Context: an optimization exercise on an open-source flow, tuned for small area. The choices shown serve that exercise and are no tape-out recipe. In this exercise RTL edits were held to simulation tests only and were not proved equivalent to the original. The clock input has no modelled driver; a real chip could not lean on it and would need a root buffer or a full tree.

==> flow/design.v (excerpt) <==
module u2v2_framer (
    input  wire        clk,
    input  wire        rst,           
    input  wire        rd_req,
    input  wire        rd_cancel,
    output wire        busy,
    output wire        out_valid,
    output wire [63:0] out_payload,
    output wire        in_ready,
    input  wire        in_valid,
    input  wire [7:0]  in_data
);
    reg [7:0]  r [0:11];
    reg [3:0]  c;
    reg [3:0]  L;
    reg        due;
    reg        busy_q;
    reg [11:0] acc;
    wire aligned = c[3] & c[2];                
    wire c_end   = ~c[3] & ~c[2] & ~c[1];      
    wire c_11    = c[3] & c[1] & c[0];         
    wire [7:0] head = r[0];
    wire ld     = due ? c_11 : aligned;
    wire add_en = ~due & ~aligned & ~c_11;
    wire xm = due & L[0];
    wire head02, in02, in03, sum_ok;
    wire [7:0]  tail_rot;
    wire [11:0] acc_nx;
    u2v2_packet_decoder u_pd (
        .head     (head),
        .tap      (r[10]),
        .ck_lo    (r[11]),
        .in_data  (in_data),
        .acc      (acc),
        .ld       (ld),
        .add_en   (add_en),
        .xor_en   (xm),
        .head02   (head02),
        .in02     (in02),
        .in03     (in03),
        .sum_ok   (sum_ok),
        .acc_nx   (acc_nx),
        .tail_rot (tail_rot)
    );
    wire L0  = (L == 4'd0);
    wire L13 = (L == 4'd13);
    wire L14 = (L == 4'd14);
    wire L15 = (L == 4'd15);
    wire can_take = aligned & ~due & ~L13 & ~L15;    
    assign in_ready  = busy_q & ~rd_cancel & can_take;
    wire take = in_ready & in_valid;
    wire good = L14 & sum_ok & in03;
    wire ins  = take & ~good;
    wire hit  = ~due & L15 & head02;                
    wire ld13 = take & L14 & ~good & head02;        
    wire inc  = take ? ((~L0 | in02) & ~ld13)
                     : (c_end & (L13 | L15) & ~hit);
    assign busy      = busy_q;
    assign out_valid = busy_q & due & ~L[0] & aligned;
    assign out_payload = {r[2], r[3], r[4], r[5], r[6], r[7], r[8], r[9]};
    integer i;
    always @(posedge clk) begin
        for (i = 0; i < 11; i = i + 1)
            r[i] <= r[i + 1];
        r[11] <= ins ? in_data : tail_rot;
        acc <= acc_nx;
    end
    always @(posedge clk) begin
        if (rst) begin
            busy_q <= 1'b0;
            due    <= 1'b0;
            L      <= 4'd0;
            c      <= 4'd12;
        end else begin
            if (!busy_q)
  ...
Settings: LEC_CHECK=0, CAP_MARGIN=20, CORE_MARGIN=2, CORE_UTILIZATION=40, PLACE_DENSITY=0.6, SLEW_MARGIN=20; clock period 10.0 ns.
standard.sh (not shown) runs the stock make flow with config.mk's settings and CLKGATE_MAP_FILE= SYNTH_SCRIPT=/design/flow/synth_recipe.tcl, a recipe that flattens the netlist after the stock synthesis.
==> flow/flow/run.sh <==
#!/bin/bash
# Standard layout, with single-drive port buffers, a clock tree without
# dummy loads and power (size) recovery after global routing, followed by
# a slew/capacitance repair (flow/post_grt.tcl); heavily loaded clock
# leaves are upsized after CTS (flow/post_cts.tcl).
set -euo pipefail
here=$(pwd)
bash standard.sh \
  "BUFFER_PORTS_ARGS=-buffer_cell sky130_fd_sc_hd__buf_1" \
  "CTS_ARGS=-sink_clustering_enable -repair_clock_nets -dont_use_dummy_load -buf_list sky130_fd_sc_hd__clkbuf_4" \
  "RECOVER_POWER=100" \
  "POST_CTS_TCL=$here/flow/post_cts.tcl" \
  "POST_GLOBAL_ROUTE_TCL=$here/flow/post_grt.tcl" \
  finish > make_finish.log 2>&1
==> flow/flow/post_cts.tcl <==
# Sourced by ORFS at the end of CTS (POST_CTS_TCL): the clock tree is built
# from clkbuf_4 only, and a leaf that drives many flip-flops can leave their
# clock pins with too slow a slew; upsize those leaves to clkbuf_8.
estimate_parasitics -placement
set upsized 0
foreach inst [get_cells *] {
  if {![string match "sky130_fd_sc_hd__clkbuf_4" [get_property $inst ref_name]]} { continue }
  set out [get_pins -of_objects $inst -filter "direction==output"]
  set loads [get_pins -of_objects [get_nets -of_objects $out] -filter "direction==input"]
  set worst 0
  foreach p $loads {
    foreach k {slew_max_rise slew_max_fall} {
      set v [get_property $p $k]
      if {$v > $worst} { set worst $v }
    }
  }
  if {[llength $loads] >= 11 || $worst > 0.085} {
    puts "upsizing [get_property $inst name]: fanout [llength $loads], slew $worst"
    replace_cell $inst sky130_fd_sc_hd__clkbuf_8
    incr upsized
  }
}
if {$upsized > 0} {
  detailed_placement
  estimate_parasitics -placement
}
==> flow/flow/post_grt.tcl <==
# Sourced by ORFS at the end of global routing (POST_GLOBAL_ROUTE_TCL), after
# power recovery has downsized gates: fix the max-slew and max-capacitance
# violations the downsizing can leave, re-legalise, reroute the changed
# nets and rewrite the route guides.
global_route -start_incremental
repair_design_helper
detailed_placement
global_route -end_incremental
estimate_parasitics -global_routing
report_check_types -max_slew -max_capacitance -violators
write_guides $::env(RESULTS_DIR)/route.guide
The first run ran to the end with no violations.
Then changed:
--- a/flow/flow/post_cts.tcl
+++ b/flow/flow/post_cts.tcl
@@ -15,5 +15,7 @@
     }
   }
-  if {[llength $loads] >= 11 || $worst > 0.085} {
+  set ffs 0
+  foreach p $loads { if {[get_property $p lib_pin_name] == "CLK"} { incr ffs } }
+  if {$ffs > 0 && $worst > 0.100} {
     puts "upsizing [get_property $inst name]: fanout [llength $loads], slew $worst"
     replace_cell $inst sky130_fd_sc_hd__clkbuf_8
Outcome: Critical path depth does not change. Sequential share of layout area grows by 0.26 points. Cell area goes down slightly. Fmax hardly moves. Wire length hardly moves. Register-to-register slack improved by 30 ps.

u2v2_framer, a different RTL version from the one above (not shown whole).
Size: ~310 cells after synthesis, ~80 I/O pins, ~3700 sq um of cells after synthesis.
// u2v2_framer
module u2v2_framer (
    input  wire        clk,
    input  wire        rst,           
    input  wire        rd_req,
    input  wire        rd_cancel,
    output wire        busy,
    output wire        out_valid,
    output wire [63:0] out_payload,
    output wire        in_ready,
    input  wire        in_valid,
    input  wire [7:0]  in_data
);
    reg [7:0]  r [0:11];
    reg [3:0]  c;
    reg [3:0]  L;
    reg        due;
    reg        busy_q;
    reg [11:0] acc;
    wire aligned = (c == 4'd12);
    wire [7:0] head = r[0];
    wire ld     = due ? (c == 4'd11) : aligned;
    wire add_en = ~due & ~aligned & (c != 4'd11);
    wire xm = due & L[0];
    wire head02, in02, in03, sum_ok;
    wire [7:0]  tail_rot;
    wire [11:0] acc_nx;
    u2v2_packet_decoder u_pd (
        .head     (head),
        .tap      (r[10]),
        .ck_lo    (r[11]),
        .in_data  (in_data),
        .acc      (acc),
        .ld       (ld),
        .add_en   (add_en),
        .xor_en   (xm),
        .head02   (head02),
        .in02     (in02),
        .in03     (in03),
        .sum_ok   (sum_ok),
        .acc_nx   (acc_nx),
        .tail_rot (tail_rot)
    );
    wire can_take = aligned & ~due & ((L <= 4'd12) | (L == 4'd14));
    assign in_ready  = busy_q & ~rd_cancel & can_take;
    wire take = in_ready & in_valid;
    wire good = (L == 4'd14) & sum_ok & in03;
    wire ins  = take & ~good;
    assign busy      = busy_q;
    assign out_valid = busy_q & due & ~L[0] & aligned;
    assign out_payload = {r[2], r[3], r[4], r[5], r[6], r[7], r[8], r[9]};
    integer i;
    always @(posedge clk) begin
        for (i = 0; i < 11; i = i + 1)
            r[i] <= r[i + 1];
        r[11] <= ins ? in_data : tail_rot;
        acc <= acc_nx;
    end
    always @(posedge clk) begin
        if (rst) begin
            busy_q <= 1'b0;
            due    <= 1'b0;
            L      <= 4'd0;
  ...
Settings: LEC_CHECK=0, CAP_MARGIN=20, CORE_MARGIN=2, CORE_UTILIZATION=40, PLACE_DENSITY=0.6, SLEW_MARGIN=20; clock period 10.0 ns.
==> flow/flow/run.sh <==
#!/bin/bash
# Standard layout, with single-drive port buffers, a clock tree without
# dummy loads and power (size) recovery after global routing, followed by
# a slew/capacitance repair (flow/post_grt.tcl).
set -euo pipefail
here=$(pwd)
bash standard.sh \
  "BUFFER_PORTS_ARGS=-buffer_cell sky130_fd_sc_hd__buf_1" \
  "CTS_ARGS=-sink_clustering_enable -repair_clock_nets -dont_use_dummy_load -buf_list sky130_fd_sc_hd__clkbuf_4" \
  "RECOVER_POWER=100" \
  "POST_GLOBAL_ROUTE_TCL=$here/flow/post_grt.tcl" \
  finish > make_finish.log 2>&1
Scripts as last shown in full above: flow/flow/post_grt.tcl
The starting point finished clean.
Next try:
==> flow/flow/run.sh (replaced) <==
#!/bin/bash
# Standard layout, with single-drive port buffers, a clock tree without
# dummy loads and power (size) recovery after global routing.
set -euo pipefail
bash standard.sh \
  "BUFFER_PORTS_ARGS=-buffer_cell sky130_fd_sc_hd__buf_1" \
  "CTS_ARGS=-sink_clustering_enable -repair_clock_nets -dont_use_dummy_load -buf_list sky130_fd_sc_hd__clkbuf_4" \
  "RECOVER_POWER=100" \
  finish > make_finish.log 2>&1
removed: flow/flow/post_grt.tcl
=>
- The new run produced a layout that fails on max-capacitance violations, max-slew violations
- synthesized cell count does not change
- worst setup slack is worse by 1.1 ns
- synthesized area is unchanged
- count of clock-buffer cells in the layout stays the same
- cell count is about the same

Setup of 11-14:
u2v2_framer, a different RTL version from the one above (not shown whole).
Size in the first run: roughly 280 cells after synthesis, ~80 I/O pins, about 3500 um^2 of cells after synthesis.
Settings: LEC_CHECK=0, CAP_MARGIN=20, CORE_MARGIN=2, CORE_UTILIZATION=65, PLACE_DENSITY=0.75, SLEW_MARGIN=20; clock period 10.0 ns.
==> flow/flow/run.sh <==
#!/bin/bash
# Standard layout, with single-drive port buffers, a clock tree without
# dummy loads and power (size) recovery after global routing, followed by
# a slew/capacitance repair (flow/post_grt.tcl); the clock tree is rebuilt
# as balanced clusters after CTS (flow/post_cts.tcl, flow/mtree.tcl).
set -euo pipefail
here=$(pwd)
bash standard.sh \
  "BUFFER_PORTS_ARGS=-buffer_cell sky130_fd_sc_hd__buf_1" \
  "CTS_ARGS=-sink_clustering_enable -repair_clock_nets -dont_use_dummy_load -buf_list sky130_fd_sc_hd__clkbuf_4" \
  "RECOVER_POWER=100" \
  "POST_CTS_TCL=$here/flow/post_cts.tcl" \
  "POST_GLOBAL_ROUTE_TCL=$here/flow/post_grt.tcl" \
  finish > make_finish.log 2>&1
==> flow/flow/mtree.tcl <==
# Replace the clock tree by a root buffer driving K leaf buffers, each
# driving one balanced cluster of flip-flops (k-means on placement).
proc my_manual_tree {K leafcell rootcell} {
  set block [ord::get_db_block]
  set db [ord::get_db]
  set clk [$block findNet clk]
  # remove existing clock buffers, collect flip-flop clock pins
  set sinks {}
  set todo [list $clk]
  set bufs {}
  while {[llength $todo]} {
    set n [lindex $todo 0]; set todo [lrange $todo 1 end]
    foreach it [$n getITerms] {
      if {[$it isOutputSignal]} { continue }
      set inst [$it getInst]
      set m [[$inst getMaster] getName]
      if {[string match "sky130_fd_sc_hd__clkbuf_*" $m]} {
        lappend bufs $inst
        foreach o [$inst getITerms] { if {[$o isOutputSignal]} { lappend todo [$o getNet] } }
      } else {
        lappend sinks $it
      }
    }
  }
  foreach it $sinks { $it disconnect }
  foreach b $bufs {
    foreach o [$b getITerms] { if {[$o isOutputSignal]} { set on [$o getNet]; $o disconnect; if {[llength [$on getITerms]] == 0} { odb::dbNet_destroy $on } } }
    odb::dbInst_destroy $b
  }
  set pts {}
  foreach it $sinks {
    set bb [[$it getInst] getBBox]
    lappend pts [list $it [expr ([$bb xMin]+[$bb xMax])/2.0] [expr ([$bb yMin]+[$bb yMax])/2.0]]
  }
  set n [llength $pts]
  # balanced k-means: assign greedily by distance with capacity
  set cap [expr int(ceil(double($n)/$K))]
  set cx {}; set cy {}
  set sorted [lsort -real -index 1 $pts]
  for {set k 0} {$k < $K} {incr k} {
    set s [lindex $sorted [expr int(($k+0.5)*$n/$K)]]
    lappend cx [lindex $s 1]; lappend cy [lindex $s 2]
  }
  for {set iter 0} {$iter < 40} {incr iter} {
    # all (point, cluster) pairs sorted by distance, capacity-limited
    set pairs {}
    for {set i 0} {$i < $n} {incr i} {
      set p [lindex $pts $i]
      for {set k 0} {$k < $K} {incr k} {
        lappend pairs [list [expr abs([lindex $p 1]-[lindex $cx $k]) + abs([lindex $p 2]-[lindex $cy $k])] $i $k]
      }
    }
    set pairs [lsort -real -index 0 $pairs]
    set asg [lrepeat $n -1]; set cnt [lrepeat $K 0]
    foreach pr $pairs {
      set i [lindex $pr 1]; set k [lindex $pr 2]
      if {[lindex $asg $i] >= 0 || [lindex $cnt $k] >= $cap} { continue }
      lset asg $i $k; lset cnt $k [expr [lindex $cnt $k]+1]
    }
    set sx [lrepeat $K 0.0]; set sy [lrepeat $K 0.0]
    foreach p $pts a $asg {
      lset sx $a [expr [lindex $sx $a]+[lindex $p 1]]
      lset sy $a [expr [lindex $sy $a]+[lindex $p 2]]
    }
    for {set k 0} {$k < $K} {incr k} {
      if {[lindex $cnt $k]} {
        lset cx $k [expr [lindex $sx $k]/[lindex $cnt $k]]
        lset cy $k [expr [lindex $sy $k]/[lindex $cnt $k]]
      }
    }
  }
  set rm [$db findMaster $rootcell]
  set lm [$db findMaster $leafcell]
  set root [odb::dbInst_create $block $rm clkbuf_root]
  set rnet [odb::dbNet_create $block clknet_root]
  $rnet setSigType CLOCK
  [$root findITerm A] connect $clk
  [$root findITerm X] connect $rnet
  set mx 0; set my 0
  for {set k 0} {$k < $K} {incr k} { set mx [expr $mx + [lindex $cx $k]]; set my [expr $my + [lindex $cy $k]] }
  $root setLocation [expr int($mx/$K)] [expr int($my/$K)]
  $root setPlacementStatus PLACED
  for {set k 0} {$k < $K} {incr k} {
    set b [odb::dbInst_create $block $lm clkbuf_leaf_$k]
    set nn [odb::dbNet_create $block clknet_leaf_$k]
    $nn setSigType CLOCK
    [$b findITerm A] connect $rnet
    [$b findITerm X] connect $nn
    foreach p $pts a $asg { if {$a == $k} { [lindex $p 0] connect $nn } }
    $b setLocation [expr int([lindex $cx $k])] [expr int([lindex $cy $k])]
    $b setPlacementStatus PLACED
  }
  puts "manual clock tree: $K leaves of $leafcell, clusters $cnt"
}
==> flow/flow/post_cts.tcl <==
# Sourced by ORFS at the end of CTS (POST_CTS_TCL).  The H-tree CTS builds
# for this small design has unbalanced leaves; rebuild the clock tree as one
# root buffer driving 12 leaf buffers, each driving a balanced cluster of
# about 10 flip-flops (flow/mtree.tcl), then upsize any leaf whose
# flip-flops would see too slow a clock slew.
source [file join [file dirname [info script]] mtree.tcl]
my_manual_tree 10 sky130_fd_sc_hd__clkbuf_4 sky130_fd_sc_hd__clkbuf_4
detailed_placement
estimate_parasitics -placement
foreach inst [get_cells clkbuf_leaf_*] {
  set out [get_pins -of_objects $inst -filter "direction==output"]
  set loads [get_pins -of_objects [get_nets -of_objects $out] -filter "direction==input"]
  set worst 0
  foreach p $loads {
    foreach k {slew_max_rise slew_max_fall} {
      set v [get_property $p $k]
      if {$v > $worst} { set worst $v }
    }
  }
  if {$worst > 0.105} {
    puts "upsizing [get_property $inst name]: fanout [llength $loads], slew $worst"
    replace_cell $inst sky130_fd_sc_hd__clkbuf_8
  }
}
detailed_placement
estimate_parasitics -placement
report_clock_skew
Other scripts of this flow, unchanged in this note and not shown: flow/flow/post_grt.tcl
Modified inputs, 09-24 compared to 11-14
Settings: swapping 65 for 80 in CORE_UTILIZATION; swapping 0.75 for 0.85 in PLACE_DENSITY.
-- flow/flow/mtree.tcl --
<<< 11-14, line 11
>>> 09-24, line 11
  set tnets {}
<<< 11-14, line 13
>>> 09-24, line 14
    if {$n ne $clk} { lappend tnets $n }
<<< 11-14, line 19
        foreach o [$inst getITerms] { if {[$o isOutputSignal]} { lappend todo [$o getNet] } }
>>> 09-24, line 21
        foreach o [$inst getITerms] {
          if {[$o isOutputSignal] && [$o getNet] ne "NULL"} { lappend todo [$o getNet] }
        }
<<< 11-14, line 27
    foreach o [$b getITerms] { if {[$o isOutputSignal]} { set on [$o getNet]; $o disconnect; if {[llength [$on getITerms]] == 0} { odb::dbNet_destroy $on } } }
>>> 09-24, line 31
<<< 11-14, line 30
>>> 09-24, line 33
  foreach n $tnets { odb::dbNet_destroy $n }
-- flow/flow/post_cts.tcl --
<<< 11-14, line 7
my_manual_tree 10 sky130_fd_sc_hd__clkbuf_4 sky130_fd_sc_hd__clkbuf_4
>>> 09-24, line 7
my_manual_tree 12 sky130_fd_sc_hd__clkbuf_4 sky130_fd_sc_hd__clkbuf_4
Findings:
Delta (09-24 minus 11-14): combined global-route utilization of all metal layers picked up an extra 10 points; post-route met1 wirelength higher; via count rose by 185.
In every run of this note, the design's own scripts or RTL, not TritonCTS, make the clock network.

-- separate check: timing with driven ports --
In the flow no input, the clock included, has a driving cell. The finished layouts below were timed again as built, in two steps. Step 1 sets driving cells, clkbuf_16 on the clock port and buf_2 on the other inputs (assumed; they add their load-dependent delay and slew). Step 2 adds t to the input delays and takes it off the output delays; t is the mean of the earliest and latest rising clock arrival at the registers after step 1. Input paths then give back, and output paths get back, about the clock's delay inside the block. Three values: no drivers, after step 1, after step 2; two values: the first two.
run	t (ns)	setup WS [ns]	worst register clock-pin slew, ns	pins driven straight from the clock port
the first run of note 1	0.410	5.471 / 5.449 / 5.449	0.09 / 0.09	1
the second run of note 1	0.514	5.471 / 5.449 / 5.449	0.09 / 0.09	1
the first run of note 2	0.489	5.226 / 5.226 / 5.226	0.11 / 0.11	1
the second run of note 2	0.491	4.105 / 4.115 / 3.624	0.11 / 0.11	1
11-14	0.500	5.328 / 5.309 / 5.230	0.10 / 0.10	1
09-24	0.476	5.351 / 5.332 / 5.228	0.10 / 0.10	1
The setup slack of the second run of note 2, which loses most, moves by +0.010 ns with the drivers and by -0.481 ns with both steps.
